Background: an optimization exercise with open tools, aiming at small area, a short achievable clock period and few clock cycles per item. Do not read the settings as production practice. Function was checked by simulation only, so behaviour that the tests miss may differ from the original.

lane 1:
==> flow/design.v (excerpt) <==
module morton_map (
    input  wire        clk,
    input  wire        rst,           
    input  wire        start,         
    input  wire [31:0] in_w,
    input  wire [31:0] in_h,
    input  wire [31:0] in_d,
    input  wire [31:0] in_row_pitch,
    input  wire [31:0] in_slice_pitch,
    input  wire [31:0] in_bpp,
    input  wire [31:0] in_cx,
    input  wire [31:0] in_cy,
    input  wire [31:0] in_cz,
    output wire        ready,
    output reg         done,
    output wire        fault,
    output reg  [3:0]  cause,
    output wire [31:0] mask_x,
    output wire [31:0] mask_y,
    output wire [31:0] mask_z,
    output wire [5:0]  total_bits,
    output reg  [63:0] lin_off,
    output reg  [63:0] swz_off
);
    localparam [3:0] C_NONE      = 4'd0,
                     C_ZERO_EXT  = 4'd2,
                     C_ZERO_BPP  = 4'd3,
                     C_PITCH     = 4'd4,
                     C_MASK_OVF  = 4'd5;
    function [5:0] clog2f(input [31:0] v);
        integer i;
        reg [4:0] top;
        reg       any, two;
        begin
            top = 5'd0; any = 1'b0; two = 1'b0;
  ...
Size: about 570 flip-flops, about 530 I/O pins.
export LEC_CHECK = 0
export CAP_MARGIN = 20
export CORE_MARGIN = 2
export CORE_UTILIZATION = 55
export SLEW_MARGIN = 20
create_clock -name core_clock -period 13.0 [get_ports {clk}]
standard.sh (not shown) runs the stock make flow with config.mk's settings and CLKGATE_MAP_FILE= SYNTH_SCRIPT=/design/flow/synth_recipe.tcl, a recipe that flattens the netlist after the stock synthesis.
==> flow/flow/run.sh <==
#!/bin/bash
# The standard ORFS layout (standard.sh, unchanged synthesis and steps)
# with two settings changed:
#  - the port buffers that buffer_ports inserts are buf_1 cells;
set -euo pipefail
export BUFFER_PORTS_ARGS="-buffer_cell sky130_fd_sc_hd__buf_1"
export SETUP_SLACK_MARGIN=8
bash standard.sh > standard.log 2>&1
Testbench counts of lane 1, summed over its fixed seeds: cycles 1,216, items 1,200.
Input changes introduced in lane 2 (baseline for comparison: lane 1):
--- a/flow/design.v
+++ b/flow/design.v
@@ -55,40 +55,34 @@
         end
     endfunction
     wire in_fast = (in_cz[31:6] == 26'd0) & (in_cy[31:12] == 20'd0) &
                    (in_row_pitch[31:17] == 15'd0) &
                    (in_slice_pitch[31:29] == 3'd0) &
                    (in_bpp[31:5] == 27'd0) &
                    ((in_bpp[4:0] & (in_bpp[4:0] - 5'd1)) == 5'd0);
     reg        busy;                  
-    reg        rdy;                   
     reg        fast;                  
     reg [4:0]  step;                  
     reg        qz, qy, qb;            
     reg        zext, zbpp;
     reg [5:0]  nx, ny, nz;
     reg [31:0] w, rp, sp, bpp, cx, cy, cz;
     wire last   = fast | (step == 5'd0);
     wire first  = fast | (step == 5'd31);
-    assign ready = rdy;
-    wire accept = start & rdy;
+    assign ready = ~busy | last;
+    wire accept = start & ready;
     wire [4:0] nstep = step - 5'd1;
     always @(posedge clk) begin
         if (rst) begin
             busy <= 1'b0;
-            rdy  <= 1'b1;
         end else if (accept) begin
             busy <= 1'b1;
-            rdy  <= in_fast;
-        end else if (busy & ~last) begin
-            rdy  <= (step == 5'd1);
-        end else begin
+        end else if (last) begin
             busy <= 1'b0;
-            rdy  <= 1'b1;
         end
         if (accept) begin
             step  <= 5'd31;
             qz    <= in_cz[31];
             qy    <= in_cy[31];
             qb    <= in_bpp[31];
             fast  <= in_fast;
             zext  <= (in_w == 32'd0) | (in_h == 32'd0) | (in_d == 32'd0);
@@ -144,27 +138,28 @@
         end
         for (k = 0; k < 16; k = k + 1) begin
             i2[2*k]   = cu[k];
             i2[2*k+1] = cv[k];
         end
     end
     wire [31:0] idx = (i3 & t1) | ((i2 << na[3:0]) & r2) | ((cm << sh3) & r3);
     wire [5:0]  dz  = fast ? cz[5:0] : {5'd0, qz};
-    wire [11:0] dy  = fast ? cy[11:0] : {11'd0, qy};
+    wire [11:0] dy  = fast ? cy[11:0] : 12'd0;
+    wire [16:0] rpf = rp[16:0];
     wire [4:0]  db  = fast ? bpp[4:0] : {4'd0, qb};
-    reg  [36:0] pp [0:18];
+    reg  [36:0] pp [0:19];
     always @(*) begin
         pp[0] = dz[0] ? {5'd0, sp} : 37'd0;
         for (k = 1; k < 6; k = k + 1)
             pp[k] = dz[k] ? ({8'd0, sp[28:0]} << k) : 37'd0;
-        pp[6] = dy[0] ? {5'd0, rp} : 37'd0;
-        for (k = 1; k < 12; k = k + 1)
-            pp[6 + k] = dy[k] ? ({20'd0, rp[16:0]} << k) : 37'd0;
-        pp[18] = sh(cx, db);
+        for (k = 0; k < 12; k = k + 1)
+            pp[6 + k] = dy[k] ? ({20'd0, rpf} << k) : 37'd0;
+        pp[18] = (~fast & qy) ? {5'd0, rp} : 37'd0;
+        pp[19] = sh(cx, db);
     end
     wire [36:0] ts0 = pp[0] ^ pp[1] ^ pp[2];
     wire [36:0] tm0 = (pp[0] & pp[1]) | (pp[0] & pp[2]) | (pp[1] & pp[2]);
     wire [36:0] tc0 = {tm0[35:0], 1'b0};
     wire [36:0] ts1 = pp[3] ^ pp[4] ^ pp[5];
     wire [36:0] tm1 = (pp[3] & pp[4]) | (pp[3] & pp[5]) | (pp[4] & pp[5]);
     wire [36:0] tc1 = {tm1[35:0], 1'b0};
     wire [36:0] ts2 = pp[6] ^ pp[7] ^ pp[8];
@@ -207,18 +202,21 @@
     wire [36:0] tm14 = (tc11 & ts12) | (tc11 & tc12) | (ts12 & tc12);
     wire [36:0] tc14 = {tm14[35:0], 1'b0};
     wire [36:0] ts15 = ts13 ^ tc13 ^ ts14;
     wire [36:0] tm15 = (ts13 & tc13) | (ts13 & ts14) | (tc13 & ts14);
     wire [36:0] tc15 = {tm15[35:0], 1'b0};
     wire [36:0] ts16 = ts15 ^ tc15 ^ tc14;
     wire [36:0] tm16 = (ts15 & tc15) | (ts15 & tc14) | (tc15 & tc14);
     wire [36:0] tc16 = {tm16[35:0], 1'b0};
-    wire [36:0] lin_s = ts16;
-    wire [36:0] lin_c = tc16;
+    wire [36:0] ts17 = ts16 ^ tc16 ^ pp[19];
+    wire [36:0] tm17 = (ts16 & tc16) | (ts16 & pp[19]) | (tc16 & pp[19]);
+    wire [36:0] tc17 = {tm17[35:0], 1'b0};
+    wire [36:0] lin_s = ts17;
+    wire [36:0] lin_c = tc17;
     wire [36:0] pw        = sh(w, bpp[4:0]);
     reg  [32:0] pacc;
     wire [33:0] p_n       = ((step == 5'd31) ? 34'd0 : {1'b0, pacc[31:0], 1'b0}) +
                             {2'd0, qb ? w : 32'd0};
     wire        p_big     = ((step != 5'd31) & (pacc[32] | pacc[31])) | (p_n[33:32] != 2'd0);
     wire [31:0] p_lo      = fast ? pw[31:0] : p_n[31:0];
     wire        pitch_bad = (fast ? (pw[36:32] != 5'd0) : p_big) | (p_lo > rp);
     always @(posedge clk) begin
==> comparison <==
- The clock-pin slew on the worst setup and hold paths was comparable across lane 2 and lane 1.
- Relative to lane 1, hold slack increased by 4.7 ps in lane 2.
- Lane 2 ended up with a higher vertical extent of the die than lane 1 did.
- Core utilization: lane 2 higher than lane 1
- When lane 2 is measured against lane 1, its post-route cell area turns out about 2.8% higher.
- Lane 2 vs lane 1 on number of filler instances in the final layout: lane 2 is the lower one.
- Lane 2 — minimum clock period 28 ps lower, lane 1 as reference
- On lane 2: sequential share of layout area is 0.62 points lower than what lane 1 gave.
- Against lane 1, lane 2 reports a area of the die that is higher.
- The critical setup path kind comes out reg2out in one run and reg2reg in the other, namely in lane 2 and lane 1 respectively.
- met2 layer usage reported by global route, lane 2 and lane 1, lower one = lane 1.
Testbench counts of lane 2, summed over its fixed seeds: cycles 1,216, items 1,200.


## the previous run
The RTL this note starts from:
==> flow/design.v <==
module morton_map (
    input  wire        clk,
    input  wire        rst,           
    input  wire        start,         
    input  wire [31:0] in_w,
    input  wire [31:0] in_h,
    input  wire [31:0] in_d,
    input  wire [31:0] in_row_pitch,
    input  wire [31:0] in_slice_pitch,
    input  wire [31:0] in_bpp,
    input  wire [31:0] in_cx,
    input  wire [31:0] in_cy,
    input  wire [31:0] in_cz,
    output wire        ready,
    output reg         done,
    output reg         fault,
    output reg  [3:0]  cause,
    output reg  [31:0] mask_x,
    output reg  [31:0] mask_y,
    output reg  [31:0] mask_z,
    output reg  [5:0]  total_bits,
    output reg  [63:0] lin_off,
    output reg  [63:0] swz_off
);
    localparam [3:0] C_NONE      = 4'd0,
                     C_ZERO_EXT  = 4'd2,
                     C_ZERO_BPP  = 4'd3,
                     C_PITCH     = 4'd4,
                     C_MASK_OVF  = 4'd5;
    function [5:0] clog2f(input [31:0] v);
        integer i;
        reg [4:0] top;
        reg       any, two;
        begin
            top = 5'd0; any = 1'b0; two = 1'b0;
            for (i = 0; i < 32; i = i + 1) begin
                if (v[i]) top = i;
                two = two | (any & v[i]);
                any = any | v[i];
            end
            clog2f = {1'b0, top} + {5'd0, two};
        end
    endfunction
    function [31:0] therm(input [5:0] k);
        integer i;
        begin
            for (i = 0; i < 32; i = i + 1) therm[i] = (i < k);
        end
    endfunction
    reg        busy;                  
    reg        fast;                  
    reg [2:0]  step;                  
    reg        zext, zbpp;
    reg [5:0]  nx, ny, nz;
    reg [31:0] w, rp, sp, bpp, cx, cy, cz;
    wire last   = fast | (step == 3'd0);
    wire first  = fast | (step == 3'd6);
    assign ready = ~busy | last;
    wire accept = start & ready;
    always @(posedge clk) begin
        if (rst) begin
            busy <= 1'b0;
        end else if (accept) begin
            busy <= 1'b1;
        end else if (last) begin
            busy <= 1'b0;
        end
        if (accept) begin
            step <= 3'd6;
            fast <= (in_cz[31:6] == 26'd0) & (in_cy[31:12] == 20'd0) &
                    (in_bpp[31:5] == 27'd0);
            zext <= (in_w == 32'd0) | (in_h == 32'd0) | (in_d == 32'd0);
            zbpp <= (in_bpp == 32'd0);
            nx   <= clog2f(in_w);
            ny   <= clog2f(in_h);
            nz   <= clog2f(in_d);
            w    <= in_w;
            rp   <= in_row_pitch;
            sp   <= in_slice_pitch;
            bpp  <= in_bpp;
            cx   <= in_cx;
            cy   <= in_cy;
            cz   <= in_cz;
        end else begin
            step <= step - 3'd1;
        end
    end
    wire x_min = (nx <= ny) & (nx <= nz);
    wire y_min = ~x_min & (ny <= nz);
    wire z_min = ~x_min & ~y_min;
    wire [5:0]  nu = x_min ? ny : nx;
    wire [5:0]  nv = z_min ? ny : nz;
    wire [31:0] cu = x_min ? cy : cx;
    wire [31:0] cv = z_min ? cy : cz;
    wire        v_max = (nu <= nv);
    wire [5:0]  na = x_min ? nx : (y_min ? ny : nz);       
    wire [5:0]  nb = v_max ? nu : nv;                      
    wire [31:0] cm = v_max ? cv : cu;                      
    wire [7:0]  tot = {2'b00, nx} + {2'b00, ny} + {2'b00, nz};
    wire        ovf = (tot > 8'd32);
    wire [5:0]  e1 = {na[3:0], 1'b0} + na;                 
    wire [5:0]  e2 = na + {nb[4:0], 1'b0};                 
    wire [5:0]  e3 = tot[5:0];                             
    wire [31:0] t1 = therm(e1);
    wire [31:0] t2 = therm(e2);
    wire [31:0] t3 = (tot[5:0] == 6'd32) ? 32'hFFFF_FFFF : therm(e3);
    wire [31:0] r2 = t2 & ~t1;
    wire [31:0] r3 = t3 & ~t2;
    reg  [31:0] i3, i2;
    integer k;
    always @(*) begin
        i3 = 32'd0;
        i2 = 32'd0;
        for (k = 0; k < 11; k = k + 1) begin
            i3[3*k] = cx[k];
            if (3*k+1 < 32) i3[3*k+1] = cy[k];
            if (3*k+2 < 32) i3[3*k+2] = cz[k];
        end
        for (k = 0; k < 16; k = k + 1) begin
            i2[2*k]   = cu[k];
            i2[2*k+1] = cv[k];
        end
    end
    wire [4:0]  sh3 = na[4:0] + nb[4:0];
    wire [31:0] idx = (i3 & t1) | ((i2 << na[3:0]) & r2) | ((cm << sh3) & r3);
    wire [31:0] pu  = na[0] ? 32'hAAAA_AAAA : 32'h5555_5555;
    wire [31:0] m2u = pu & r2;
    wire [31:0] m2v = ~pu & r2;
    wire u_is_x = ~x_min;
    wire v_is_z = ~z_min;
    wire [31:0] mx_n = (32'h4924_9249 & t1) | (u_is_x ? m2u : 32'd0) |
                       ((u_is_x & ~v_max) ? r3 : 32'd0);
    wire [31:0] my_n = (32'h9249_2492 & t1) | (x_min ? m2u : 32'd0) |
                       (z_min ? m2v : 32'd0) |
                       ((x_min & ~v_max) | (z_min & v_max) ? r3 : 32'd0);
    wire [31:0] mz_n = (32'h2492_4924 & t1) | (v_is_z ? m2v : 32'd0) |
                       ((v_is_z & v_max) ? r3 : 32'd0);
    wire [34:0] cz35 = {3'b000, cz}, cy35 = {3'b000, cy}, bp35 = {3'b000, bpp};
    wire [4:0]  dz5 = cz35 >> (5 * step);
    wire [4:0]  dy5 = cy35 >> (5 * step);
    wire [4:0]  db5 = bp35 >> (5 * step);
    wire [5:0]  dz = fast ? cz[5:0]  : {1'b0, dz5};
    wire [11:0] dy = fast ? cy[11:0] : {7'd0, dy5};
    wire [4:0]  db = fast ? bpp[4:0] : db5;
    wire [63:0] lin_acc = first ? 64'd0 : {lin_off[58:0], 5'd0};
    wire [63:0] swz_acc = first ? 64'd0 : {swz_off[58:0], 5'd0};
    wire [63:0] lin_n = lin_acc + dz * sp + dy * rp + db * cx;
    wire [63:0] swz_n = swz_acc + db * idx;
    reg  [32:0] pacc;
    wire [37:0] p_n   = (first ? 38'd0 : {1'b0, pacc[31:0], 5'd0}) + db * w;
    wire        p_big = (~first & (pacc[32] | (pacc[31:27] != 5'd0))) |
                        (p_n[37:32] != 6'd0);
    wire        pitch_bad = p_big | (p_n[31:0] > rp);
    always @(posedge clk) begin
        pacc       <= {p_big, p_n[31:0]};
        lin_off    <= lin_n;
        swz_off    <= swz_n;
        mask_x     <= mx_n;
        mask_y     <= my_n;
        mask_z     <= mz_n;
        total_bits <= tot[5:0];
        if (zext) begin
            fault <= 1'b1; cause <= C_ZERO_EXT;
        end else if (zbpp) begin
            fault <= 1'b1; cause <= C_ZERO_BPP;
        end else if (pitch_bad) begin
            fault <= 1'b1; cause <= C_PITCH;
        end else if (ovf) begin
            fault <= 1'b1; cause <= C_MASK_OVF;
        end else begin
            fault <= 1'b0; cause <= C_NONE;
        end
        if (rst) done <= 1'b0;
        else     done <= busy & last;
    end
endmodule
make LEC_CHECK=0 CAP_MARGIN=20 CORE_MARGIN=2 CORE_UTILIZATION=40 SLEW_MARGIN=20 finish   # period 13.0 ns
run.sh (not shown) runs the stock make flow with config.mk's settings and CLKGATE_MAP_FILE= SYNTH_SCRIPT=/design/flow/synth_recipe.tcl, a recipe that flattens the netlist after the stock synthesis.
Stock flow here: none of the scripts above is used.
Testbench counts of the previous run, summed over its fixed seeds: cycles 1,208, items 1,200.
Modified inputs, the current run compared to the previous run
diff --git a/flow/design.v b/flow/design.v
--- a/flow/design.v
+++ b/flow/design.v
@@ -49,14 +49,17 @@
     endfunction
     reg        busy;                  
     reg        fast;                  
-    reg [2:0]  step;                  
+    reg [4:0]  step;                  
     reg        zext, zbpp;
     reg [5:0]  nx, ny, nz;
     reg [31:0] w, rp, sp, bpp, cx, cy, cz;
-    wire last   = fast | (step == 3'd0);
-    wire first  = fast | (step == 3'd6);
+    wire last   = fast | (step == 5'd0);
+    wire first  = fast | (step == 5'd31);
     assign ready = ~busy | last;
     wire accept = start & ready;
+    wire in_fast = (in_cz[31:6] == 26'd0) & (in_cy[31:12] == 20'd0) &
+                   (in_bpp[31:5] == 27'd0) &
+                   ((in_bpp[4:0] & (in_bpp[4:0] - 5'd1)) == 5'd0);
     always @(posedge clk) begin
         if (rst) begin
             busy <= 1'b0;
@@ -66,9 +69,8 @@
             busy <= 1'b0;
         end
         if (accept) begin
-            step <= 3'd6;
-            fast <= (in_cz[31:6] == 26'd0) & (in_cy[31:12] == 20'd0) &
-                    (in_bpp[31:5] == 27'd0);
+            step <= 5'd31;
+            fast <= in_fast;
             zext <= (in_w == 32'd0) | (in_h == 32'd0) | (in_d == 32'd0);
             zbpp <= (in_bpp == 32'd0);
             nx   <= clog2f(in_w);
@@ -82,7 +84,8 @@
             cy   <= in_cy;
             cz   <= in_cz;
         end else begin
-            step <= step - 3'd1;
+            step <= step - 5'd1;
+            bpp  <= {bpp[30:0], 1'b0};
         end
     end
     wire x_min = (nx <= ny) & (nx <= nz);
@@ -135,21 +138,26 @@
                        ((x_min & ~v_max) | (z_min & v_max) ? r3 : 32'd0);
     wire [31:0] mz_n = (32'h2492_4924 & t1) | (v_is_z ? m2v : 32'd0) |
                        ((v_is_z & v_max) ? r3 : 32'd0);
-    wire [34:0] cz35 = {3'b000, cz}, cy35 = {3'b000, cy}, bp35 = {3'b000, bpp};
-    wire [4:0]  dz5 = cz35 >> (5 * step);
-    wire [4:0]  dy5 = cy35 >> (5 * step);
-    wire [4:0]  db5 = bp35 >> (5 * step);
-    wire [5:0]  dz = fast ? cz[5:0]  : {1'b0, dz5};
-    wire [11:0] dy = fast ? cy[11:0] : {7'd0, dy5};
-    wire [4:0]  db = fast ? bpp[4:0] : db5;
-    wire [63:0] lin_acc = first ? 64'd0 : {lin_off[58:0], 5'd0};
-    wire [63:0] swz_acc = first ? 64'd0 : {swz_off[58:0], 5'd0};
-    wire [63:0] lin_n = lin_acc + dz * sp + dy * rp + db * cx;
-    wire [63:0] swz_n = swz_acc + db * idx;
+    wire [5:0]  dz = fast ? cz[5:0]  : {5'd0, cz[step]};
+    wire [11:0] dy = fast ? cy[11:0] : {11'd0, cy[step]};
+    wire [4:0]  db = fast ? bpp[4:0] : {4'd0, bpp[31]};
+    function [36:0] sh(input [31:0] v, input [4:0] s);
+        begin
+            sh = ({37{s[0]}} & {5'd0, v})       | ({37{s[1]}} & {4'd0, v, 1'd0}) |
+                 ({37{s[2]}} & {3'd0, v, 2'd0}) | ({37{s[3]}} & {2'd0, v, 3'd0}) |
+                 ({37{s[4]}} & {1'd0, v, 4'd0});
+        end
+    endfunction
+    wire [36:0] bx = sh(cx, db);
+    wire [36:0] bi = sh(idx, db);
+    wire [36:0] bw = sh(w, db);
+    wire [63:0] lin_acc = first ? 64'd0 : {lin_off[62:0], 1'b0};
+    wire [63:0] lin_n = lin_acc + dz * sp + dy * rp + {27'd0, bx};
+    wire [63:0] swz_n = fast ? {27'd0, bi} :
+                        (first ? 64'd0 : {swz_off[62:0], 1'b0}) + {27'd0, bi};
     reg  [32:0] pacc;
-    wire [37:0] p_n   = (first ? 38'd0 : {1'b0, pacc[31:0], 5'd0}) + db * w;
-    wire        p_big = (~first & (pacc[32] | (pacc[31:27] != 5'd0))) |
-                        (p_n[37:32] != 6'd0);
+    wire [37:0] p_n   = (first ? 38'd0 : {5'd0, pacc[31:0], 1'b0}) + {1'b0, bw};
+    wire        p_big = (~first & (pacc[32] | pacc[31])) | (p_n[37:32] != 6'd0);
     wire        pitch_bad = p_big | (p_n[31:0] > rp);
     always @(posedge clk) begin
         pacc       <= {p_big, p_n[31:0]};
Results
Global-route usage: the current run < the previous run. Comparing final critical-path setup slack for the current run and the previous run, the bigger number came from the previous run. Comparing the current run and the previous run, the higher biggest cell delay along the critical path is on the current run.
Testbench counts of the current run, summed over its fixed seeds: cycles 1,208, items 1,200.

[what the ideal ports hide]
Ports are ideal in the flow. The routed layouts listed here were re-timed in OpenROAD.
Step 1, drivers: a clkbuf_16 drives clk and a buf_2 each remaining input, both assumed.
Step 2 also shifts input and output timing later by t, the mid clock arrival at the registers, as if the neighbouring blocks saw the same clock.
Slacks: no drivers / after step 1 / after step 2; pairs: no drivers / after step 1.
| run | shift t [ns] | slack for setup (ns) | worst hold slack (ns) | worst data-port slew with drivers (ns) |
|---|---|---|---|---|
| lane 1 | 0.714 | 7.749 / 7.746 / 7.332 | 0.319 / 0.319 / 0.319 | 0.09 |
| lane 2 | 0.726 | 7.778 / 7.695 / 7.264 | 0.324 / 0.324 / 0.324 | 0.06 |
| the previous run | 0.758 | 0.989 / 0.989 / 0.989 | 0.505 / 0.505 / 0.505 | 0.09 |
| the current run | 0.785 | 0.984 / 0.984 / 0.984 | 0.453 / 0.453 / 0.453 | 0.19 |
After both steps setup and hold are still met in every run listed. For lane 2, which loses most, drivers alone change the setup slack by -0.083 ns; drivers and shift together by -0.514 ns.
